This is an optimization exercise on Yosys and OpenROAD, whose aim is small area, not a production implementation. The RTL of this run was laid out without a check of its function. Power figures rest on the tool's default switching activity, not on a simulated workload.

$ cat flow/run.sh
#!/bin/bash
# synth_recipe.tcl (not shown) runs the flow's synth.tcl, then flattens the netlist and writes it again
# the make line also repeats each setting of config.mk as NAME=value (left out here)
make -C /OpenROAD-flow-scripts/flow DESIGN_CONFIG=/design/flow/config.mk WORK_HOME=/design/flow/orfs CLKGATE_MAP_FILE= SYNTH_SCRIPT=/design/flow/synth_recipe.tcl finish
$ cat flow/config.mk
export PLATFORM = sky130hd
export DESIGN_NAME = rclc_link
export DESIGN_NICKNAME = rclc_link
export VERILOG_FILES = /design/flow/design.v
export SDC_FILE = /design/flow/constraint.sdc
export NUM_CORES = 4
export LEC_CHECK = 0
export CAP_MARGIN = 20
export CORE_MARGIN = 2
export CORE_UTILIZATION = 40
export SLEW_MARGIN = 20
$ cat flow/constraint.sdc
create_clock -name core_clock -period 10.0 [get_ports {clk}]
set_input_delay 2.0000 -clock core_clock [delete_from_list [all_inputs] [get_ports {clk}]]
set_output_delay 2.0000 -clock core_clock [all_outputs]
set_load 0.01 [all_outputs]
$ cat flow/design.v
module rclc_crc8_step #(
    parameter [7:0] POLY = 8'hD5
) (
    input  wire [7:0] crc_in,
    input  wire [7:0] data_in,
    output wire [7:0] crc_out
);
    wire [7:0] r0 = crc_in ^ data_in;
    wire [7:0] r1 = r0[7] ? ({r0[6:0], 1'b0} ^ POLY) : {r0[6:0], 1'b0};
    wire [7:0] r2 = r1[7] ? ({r1[6:0], 1'b0} ^ POLY) : {r1[6:0], 1'b0};
    wire [7:0] r3 = r2[7] ? ({r2[6:0], 1'b0} ^ POLY) : {r2[6:0], 1'b0};
    wire [7:0] r4 = r3[7] ? ({r3[6:0], 1'b0} ^ POLY) : {r3[6:0], 1'b0};
    wire [7:0] r5 = r4[7] ? ({r4[6:0], 1'b0} ^ POLY) : {r4[6:0], 1'b0};
    wire [7:0] r6 = r5[7] ? ({r5[6:0], 1'b0} ^ POLY) : {r5[6:0], 1'b0};
    wire [7:0] r7 = r6[7] ? ({r6[6:0], 1'b0} ^ POLY) : {r6[6:0], 1'b0};
    wire [7:0] r8 = r7[7] ? ({r7[6:0], 1'b0} ^ POLY) : {r7[6:0], 1'b0};
    assign crc_out = r8;
endmodule
module rclc_link (
    input  wire       clk,
    input  wire       rst,           
    input  wire       ms_tick,       
    input  wire       pay_we,
    input  wire [5:0] pay_addr,
    input  wire [7:0] pay_wdata,
    input  wire       send_valid,
    input  wire [7:0] send_cmd,
    input  wire [7:0] send_budget,
    input  wire [7:0] send_len,
    output reg  [3:0] op_err,        
    output wire       tx_valid,
    output wire [7:0] tx_data,
    input  wire       tx_ready,
    input  wire       rx_valid,
    input  wire [7:0] rx_data,
    output wire       rx_ready,
    output reg  [2:0] txn_state,
    output reg  [1:0] txn_err,
    output reg  [7:0] txn_attempt,
    output reg  [7:0] txn_budget,
    output reg  [2:0] rx_state,
    output reg  [1:0] dec_event,
    output reg        frame_valid,
    output reg  [7:0] frame_dc,
    output reg  [7:0] frame_len,
    input  wire [5:0] rd_addr,
    output wire [7:0] rd_data
);
    localparam [7:0] V2_POLY   = 8'hD5;
    localparam [3:0] DEVICE_ID = 4'h0;
    localparam [7:0] HDR_V2    = 8'hCC;
    localparam [7:0] MAX_PAY   = 8'd62;
    localparam [9:0] T_ATTEMPT = 10'd1000;
    localparam [2:0] T_IDLE    = 3'd0,
                     T_SENDING = 3'd1,
                     T_AWAIT_H = 3'd2,
                     T_AWAIT_B = 3'd3,
                     T_SUCCESS = 3'd4,
                     T_FAILED  = 3'd5;
    localparam [2:0] S_HEADER = 3'd0,
                     S_DC     = 3'd1,
                     S_LEN    = 3'd2,
                     S_PAY    = 3'd3,
                     S_CRC    = 3'd4;
    localparam [1:0] EV_NONE     = 2'd0,
                     EV_FRAME    = 2'd1,
                     EV_FRAMING  = 2'd2,
                     EV_CHECKSUM = 2'd3;
    localparam [1:0] ERR_NONE    = 2'd0,
                     ERR_TIMEOUT = 2'd1,
                     ERR_INVALID = 2'd2;
    localparam [3:0] OP_OK        = 4'd0,
                     OP_IN_FLIGHT = 4'd1,
                     OP_ENCODING  = 4'd2,
                     OP_ILLEGAL   = 4'd4;
    reg  [495:0] req_pay;      
    reg  [3:0]   txn_cmd;
    reg  [7:0]   txn_len;
    reg  [6:0]   tx_idx;       
    reg  [7:0]   tx_crc;       
    reg  [9:0]   elapsed;      
    reg  [7:0]   rx_dc;
    reg  [7:0]   rx_len;
    reg  [7:0]   rx_cnt;
    reg  [7:0]   rx_crc;
    reg  [495:0] rx_pay;
    reg  [495:0] frame_pay;
    wire busy      = (txn_state == T_SENDING) || (txn_state == T_AWAIT_H) ||
                     (txn_state == T_AWAIT_B);
    wire in_flight = (txn_state == T_AWAIT_H) || (txn_state == T_AWAIT_B);
    wire timed_out = in_flight && (elapsed >= T_ATTEMPT);
    reg [7:0] tx_byte;
    always @(*) begin
        if (tx_idx == 7'd0)
            tx_byte = HDR_V2;
        else if (tx_idx == 7'd1)
            tx_byte = {DEVICE_ID, txn_cmd};
        else if (tx_idx == 7'd2)
            tx_byte = txn_len;
        else if ({1'b0, tx_idx} == txn_len + 8'd3)
            tx_byte = tx_crc;
        else
            tx_byte = req_pay[8*(tx_idx - 7'd3) +: 8];
    end
    assign tx_valid = (txn_state == T_SENDING);
    assign tx_data  = tx_byte;
    wire [7:0] tx_crc_next;
    rclc_crc8_step #(.POLY(V2_POLY)) u_tx_crc (
        .crc_in (tx_crc),
        .data_in(tx_byte),
        .crc_out(tx_crc_next)
    );
    assign rx_ready = in_flight && !timed_out;
    wire [7:0] rx_crc_in = (rx_state == S_HEADER) ? 8'h00 : rx_crc;
    wire [7:0] rx_crc_next;
    rclc_crc8_step #(.POLY(V2_POLY)) u_rx_crc (
        .crc_in (rx_crc_in),
        .data_in(rx_data),
        .crc_out(rx_crc_next)
    );
    integer i;
    task start_attempt;
        begin
            txn_state <= T_SENDING;
            tx_idx    <= 7'd0;
            tx_crc    <= 8'h00;
            elapsed   <= 10'd0;
            rx_state  <= S_HEADER;
            rx_dc     <= 8'h00;
            rx_len    <= 8'd0;
            rx_cnt    <= 8'd0;
            rx_crc    <= 8'h00;
        end
    endtask
    task attempt_failed(input [1:0] kind);
        begin
            txn_err <= kind;
            if (txn_attempt < txn_budget) begin
                txn_attempt <= txn_attempt + 8'd1;
                start_attempt;
            end else begin
                txn_state <= T_FAILED;
            end
        end
    endtask
    task deframer_clear;
        begin
            rx_state <= S_HEADER;
            rx_dc    <= 8'h00;
            rx_len   <= 8'd0;
            rx_cnt   <= 8'd0;
            rx_crc   <= 8'h00;
        end
    endtask
    always @(posedge clk) begin
        if (rst) begin
            op_err      <= OP_OK;
            txn_state   <= T_IDLE;
            txn_err     <= ERR_NONE;
            txn_attempt <= 8'd0;
            txn_budget  <= 8'd0;
            txn_cmd     <= 4'd0;
            txn_len     <= 8'd0;
            tx_idx      <= 7'd0;
            tx_crc      <= 8'h00;
            elapsed     <= 10'd0;
            req_pay     <= 496'd0;
            rx_state    <= S_HEADER;
            dec_event   <= EV_NONE;
            rx_dc       <= 8'h00;
            rx_len      <= 8'd0;
            rx_cnt      <= 8'd0;
            rx_crc      <= 8'h00;
            rx_pay      <= 496'd0;
            frame_valid <= 1'b0;
            frame_dc    <= 8'h00;
            frame_len   <= 8'd0;
            frame_pay   <= 496'd0;
        end else begin
            if (pay_we && !busy && !send_valid)
                req_pay[8*pay_addr +: 8] <= pay_wdata;
            if (send_valid) begin
                if (busy)
                    op_err <= OP_IN_FLIGHT;
                else if (send_budget == 8'd0)
                    op_err <= OP_ILLEGAL;
                else if (send_cmd > 8'h0F || send_len > MAX_PAY)
                    op_err <= OP_ENCODING;
                else begin
                    op_err      <= OP_OK;
                    txn_cmd     <= send_cmd[3:0];
                    txn_len     <= send_len;
                    txn_budget  <= send_budget;
                    txn_attempt <= 8'd1;
                    txn_err     <= ERR_NONE;
                    frame_valid <= 1'b0;
                    start_attempt;
                end
            end
            if (txn_state == T_SENDING) begin
                if (ms_tick && elapsed < T_ATTEMPT)
                    elapsed <= elapsed + 10'd1;
                if (tx_ready) begin
                    tx_crc <= tx_crc_next;
                    if ({1'b0, tx_idx} == txn_len + 8'd3)
                        txn_state <= T_AWAIT_H;
                    else
                        tx_idx <= tx_idx + 7'd1;
                end
            end else if (in_flight) begin
                if (timed_out) begin
                    attempt_failed(ERR_TIMEOUT);
                end else begin
                    if (ms_tick)
                        elapsed <= elapsed + 10'd1;
                    if (rx_valid) begin
                        case (rx_state)
                            S_HEADER: begin
                                if (rx_data == HDR_V2) begin
                                    rx_crc    <= rx_crc_next;
                                    rx_state  <= S_DC;
                                    txn_state <= T_AWAIT_B;
                                    dec_event <= EV_NONE;
                                end else begin
                                    dec_event <= EV_FRAMING;
                                end
                            end
                            S_DC: begin
                                if (rx_data[7:4] != DEVICE_ID) begin
                                    deframer_clear;
                                    txn_state <= T_AWAIT_H;
                                    dec_event <= EV_FRAMING;
                                end else begin
                                    rx_dc     <= rx_data;
                                    rx_crc    <= rx_crc_next;
                                    rx_state  <= S_LEN;
                                    dec_event <= EV_NONE;
                                end
                            end
                            S_LEN: begin
                                if (rx_data > MAX_PAY) begin
                                    deframer_clear;
                                    txn_state <= T_AWAIT_H;
                                    dec_event <= EV_FRAMING;
                                end else begin
                                    rx_len    <= rx_data;
                                    rx_cnt    <= 8'd0;
                                    rx_crc    <= rx_crc_next;
                                    rx_state  <= (rx_data == 8'd0) ? S_CRC : S_PAY;
                                    dec_event <= EV_NONE;
                                end
                            end
                            S_PAY: begin
                                for (i = 0; i < 62; i = i + 1)
                                    if (rx_cnt == i)
                                        rx_pay[8*i +: 8] <= rx_data;
                                rx_cnt    <= rx_cnt + 8'd1;
                                rx_crc    <= rx_crc_next;
                                if (rx_cnt + 8'd1 == rx_len)
                                    rx_state <= S_CRC;
                                dec_event <= EV_NONE;
                            end
                            default: begin    
                                deframer_clear;
                                txn_state <= T_AWAIT_H;
                                if (rx_data == rx_crc) begin
                                    frame_valid <= 1'b1;
                                    frame_dc    <= rx_dc;
                                    frame_len   <= rx_len;
                                    for (i = 0; i < 62; i = i + 1)
                                        if (i < rx_len)
                                            frame_pay[8*i +: 8] <= rx_pay[8*i +: 8];
                                    dec_event   <= EV_FRAME;
                                    if (rx_dc[3:0] == txn_cmd) begin
                                        txn_state <= T_SUCCESS;
                                        txn_err   <= ERR_NONE;
                                    end else begin
                                        attempt_failed(ERR_INVALID);
                                    end
                                end else begin
                                    dec_event <= EV_CHECKSUM;
                                    attempt_failed(ERR_INVALID);
                                end
                            end
                        endcase
                    end
                end
            end
        end
    end
    assign rd_data = (rd_addr < 6'd62) ? frame_pay[8*rd_addr +: 8] : 8'h00;
endmodule
==> results.py <==
metrics = {
    "logic_synthesis": {
        "yosysUniqueCellTypes": 93,
        "synth_fp_nets": 8088,
        "ys_seq_elements": 1603,
        "synth-edff-count": 0,
        "synth_top_area_share": 0.469,
        "ys_warn_count": 1,
        "synth_compound_area_frac": 0.126,
        "synthMuxAreaShare": 0.160,
        "synth_async_sr_flop_share": 0,
        "netlist_area_mm2": 0.0684,
        "yosysTopAreaCell": "dfxtp_1",
        "synth_top_family_by_area": "simple AND/OR/NAND/NOR gates",
        "synth_flop_cell": "dfxtp_1",
        "synthXorXnorAreaFrac": 0.0130,
        "synthAdderAreaFrac": 0.00384,
        "synth.avg_cell_area_um2": 8.54,
        "synth-simple-area-share": 0.194,
        "synth_cells": 8008,
        "synth_area_leaders": "dfxtp_1 (47%), nand2_1 (13%), a21oi_1 (8.8%)",
        "synth-seq-area-share": 0.469,
    },
    "die": {
        "die_h_um": 418,
        "ios": 124,
        "core_area_mm2": 0.170,
        "die-area_mm2": 0.174,
        "num_rows": 151,
        "initial_core_util": 0.403,
        "die_x_um": 418,
    },
    "timing": {
        "hold_violations": 0,
        "slew_headroom": 0.188,
        "period_minus_slack_ps": 7770,
        "fin_crit_sh": 0.777,
        "clock_skew_ps": 33.4,
        "slew_violations": 0,
        "fmax_mhz": 129,
        "tightestPinTransition_ps": 1220,
        "layout_setup_ws_ps": 2230,
        "rsz0062_at_grt": "false",
        "whs_ps": 438,
        "setup_viol": 0,
        "setup-tns-final_ps": 0,
    },
    "global_routing": {
        "grt.busiest_layer": "met2",
        "met2_usage": 0.389,
        "overflow": 0,
        "met1_usage": 0.354,
        "grt_pass1_vias": 53800,
        "grt_max_degree": 236,
        "grt_usage": 0.251,
        "grt_pass1_wl_um": 339000,
        "antenna_found_initial": 5,
        "use_met3": 0.0390,
    },
    "cells_and_area": {
        "multi_input_area_mm2": 0.0342,
        "area_delta_synth_final_pct": 12.1,
        "post-route-util": 0.452,
        "fill_cells": 16400,
        "fin_nets": 7958,
        "seq_area_mm2": 0.0321,
        "drive_gt1_frac": 0.0843,
    },
    "critical_path": {
        "crit_path_end_kind": "primary output",
        "path_class": "reg2out",
        "crit_top_cell": "buf_4",
        "slowest_delay_ps": 830,
        "crit_start": "tx_idx[1]",
        "r2r-start": "tx_idx[1]",
        "worstPathMaxFanout": 37,
        "cp_cell_sequence": "inv_1, ha_4, buf_4, buf_4, mux4_2, nand2_1, and3_1, a311oi_1, o21ai_0, a21boi_1, o21ba_2, clkdlybuf4s50_1",
        "critPathSlowestCell": "ha_4",
        "worstPathArrival_ps": 5770,
        "required_ps": 8000,
        "critPathLaunchType": "flip-flop",
    },
    "drt": {
        "drtIter0Drc": 6429,
        "wl_per_cell_um": 22.1,
        "drcViolationCount": 0,
        "route.final.wire_length_um": 226000,
        "dr_total_vias": 57800,
        "drtAntennaViolNets": 0,
        "firstDrtPassIters": 6,
        "viasPerCell": 5.66,
    },
    "clock_tree": {
        "cts_made_buffers": 164,
        "cts.path.max_buffers": 3,
        "cts.clk_slew.worst_paths_ps": 60,
        "ctsResizeCount": 0,
        "hold_buffers": 0,
        "cts_setup_buffers": 0,
        "h-tree-depth": 4,
        "clkSinkCount": 1603,
        "insertion_delay_ps": 820,
        "clockRootBuffer": "clkbuf_16",
        "cts_tree": "done",
    },
    "power": {
        "leakagePower_nw": 25.5,
        "pwr-share-comb": 0.044,
        "p_int_mw": 10.2,
        "p_sw_frac": 0.230,
        "p_switching_mw": 3.05,
        "irDropWorstVdd_mv": 0.151,
        "pwr-share-seq": 0.484,
        "power-per-cell-area_mw_per_mm2": 173,
        "clkPwrFrac": 0.473,
    },
    "worst_hold_path": {
        "hp-class": "reg2reg",
        "holdCritStartpoint": "rx_pay[181]",
    },
    "run": {
        "drv_cap": 0,
    },
    "placement": {
        "gp_congestion": 0.925,
        "port_buffers": 122,
        "post-dp-hpwl_um": 147000,
        "place_ws_ps": 2450,
    },
    "status": {
        "outcome": "complete, no violations",
    },
}
==> layout make-up <==
class | instances | area share
tap | 2218 | 0.0362
multi-input combinational | 5849 | 0.446
timing repair buffer | 227 | 0.0271
inverter | 33 | 0.00162
sequential | 1603 | 0.419
clock inverter | 49 | 0.00860
antenna | 2 | 0.0000653
clock buffer | 237 | 0.0620
==> Yosys cell counts, types with 12 or more instances <==
master / number
ha_1: 21
a21oi_1: 1198
a22oi_1: 30
buf_1: 30
xor2_1: 34
buf_4: 13
clkbuf_1: 438
dfxtp_1: 1603
a211oi_1: 15
a21o_1: 15
nor2_1: 726
and3_1: 34
nand3_1: 95
nand2_1: 2307
buf_2: 23
nand2b_1: 17
nor3_1: 34
mux2i_1: 554
and2_1: 19
nand4_1: 21
nand3b_1: 15
xnor2_1: 57
o21ai_0: 182
mux2_2: 17
a31oi_1: 12
nor2b_1: 18
mux4_2: 215
a2111oi_0: 13
inv_1: 31
buf_6: 17
o211ai_1: 12
==> layer usage <==
layer	share of wire	vias up	routed length [µm]
met3	0.078	419	17700
met5	0	-	0
met4	0.036	0	8050
met2	0.45	2272	101000
li1	-	27000	-
met1	0.44	28100	99500
==> metrics by stage <==
step           power, mW  cell area (µm²)  std cells
4_1_cts             13.3            76600      10200
2_1_floorplan       6.94            68400       8008
5_1_grt             13.6            76600      10200
3_5_place_dp        7.12            71200       9927
6_report            13.2            76700      10200
3_3_place_gp        7.12            71100       9925
==> state kept, by name, indices dropped and copies added, names as in the netlist, 10 cells and up <==
register / count
rx_pay: 496
frame_pay: 496
elapsed: 10
req_pay: 496
==> cells by family after synthesis <==
logic type	count (synthesis)
AO/OA/AOI/OAI	1588
XOR/XNOR	95
adder cells (fa/ha/maj)	21
buffers and inverters	556
flip-flops	1603
multiplexers	801
other	1
AND/OR/NAND/NOR	3343
==> power groups by stage <==
stage	Sequential (mW)	Combinational [mW]	Clock, mW
finish	6.40	0.581	6.26
global route	6.40	0.616	6.59
detailed placement	6.54	0.576	0
global placement	6.54	0.572	0
floorplan	6.54	0.400	0
CTS	6.40	0.577	6.34
==> critical path, delay by kind of cell (launching register included) <==
kind                       cells  cell delay [ps]
muxes                          1              550
AOI/OAI and AO/OA              4             1230
DFF                            1              520
and+or+nand+nor                2              240
adders and majority gates      1              830
buffers and inverters          4             1550
==> final timing paths <==
| check | endpoint | slack (ps) | cells after the start |
|---|---|---|---|
| min | frame_pay[181] | 440 | 2 |
| max reg2reg | tx_crc[0] | 4110 | 16 |
| min reg2reg | frame_pay[181] | 440 | 2 |
| max | tx_data[4] | 2230 | 12 |
==> layout by cell type, fill, tap and decap left out, types with 11 or more instances in the layout <==
cell / n
a2111oi_0: 13
a211oi_1: 15
a21o_1: 15
a21oi_1: 1195
a22oi_1: 30
a31oi_1: 11
and2_1: 19
and3_1: 34
buf_4: 103
bufinv_16: 13
clkbuf_1: 38
clkbuf_16: 166
clkbuf_8: 33
clkdlybuf4s50_1: 101
clkinv_2: 20
dfxtp_1: 1602
ha_1: 20
inv_1: 31
mux2_2: 17
mux2i_1: 554
mux4_2: 215
nand2_1: 2307
nand2b_1: 17
nand3_1: 93
nand3b_1: 15
nand4_1: 21
nor2_1: 714
nor2_2: 12
nor2b_1: 16
nor3_1: 30
o211ai_1: 12
o21ai_0: 182
xnor2_1: 55
xor2_1: 32

separate check: timing with driven ports:
No port has a modelled driver above. Below, the same layout with a new extraction and two added sets of constraints.
Step 1, drivers: a clkbuf_16 drives clk and a buf_2 each remaining input, both assumed.
Step 2, shift: input delay + t, output delay - t, t = (earliest + latest rising clock arrival at the registers) / 2. This alone moves slack from input paths to output paths.
Slacks: ideal ports / drivers / drivers and shift; pairs: ideal ports / drivers.
t, ns: 0.898
setup WS [ns]: 2.229 / 2.132 / 2.261
pins driven straight from the clock port: 1
After both steps this run still meets setup and hold. For this run, drivers alone change the setup slack by -0.097 ns; drivers and shift together by +0.032 ns.
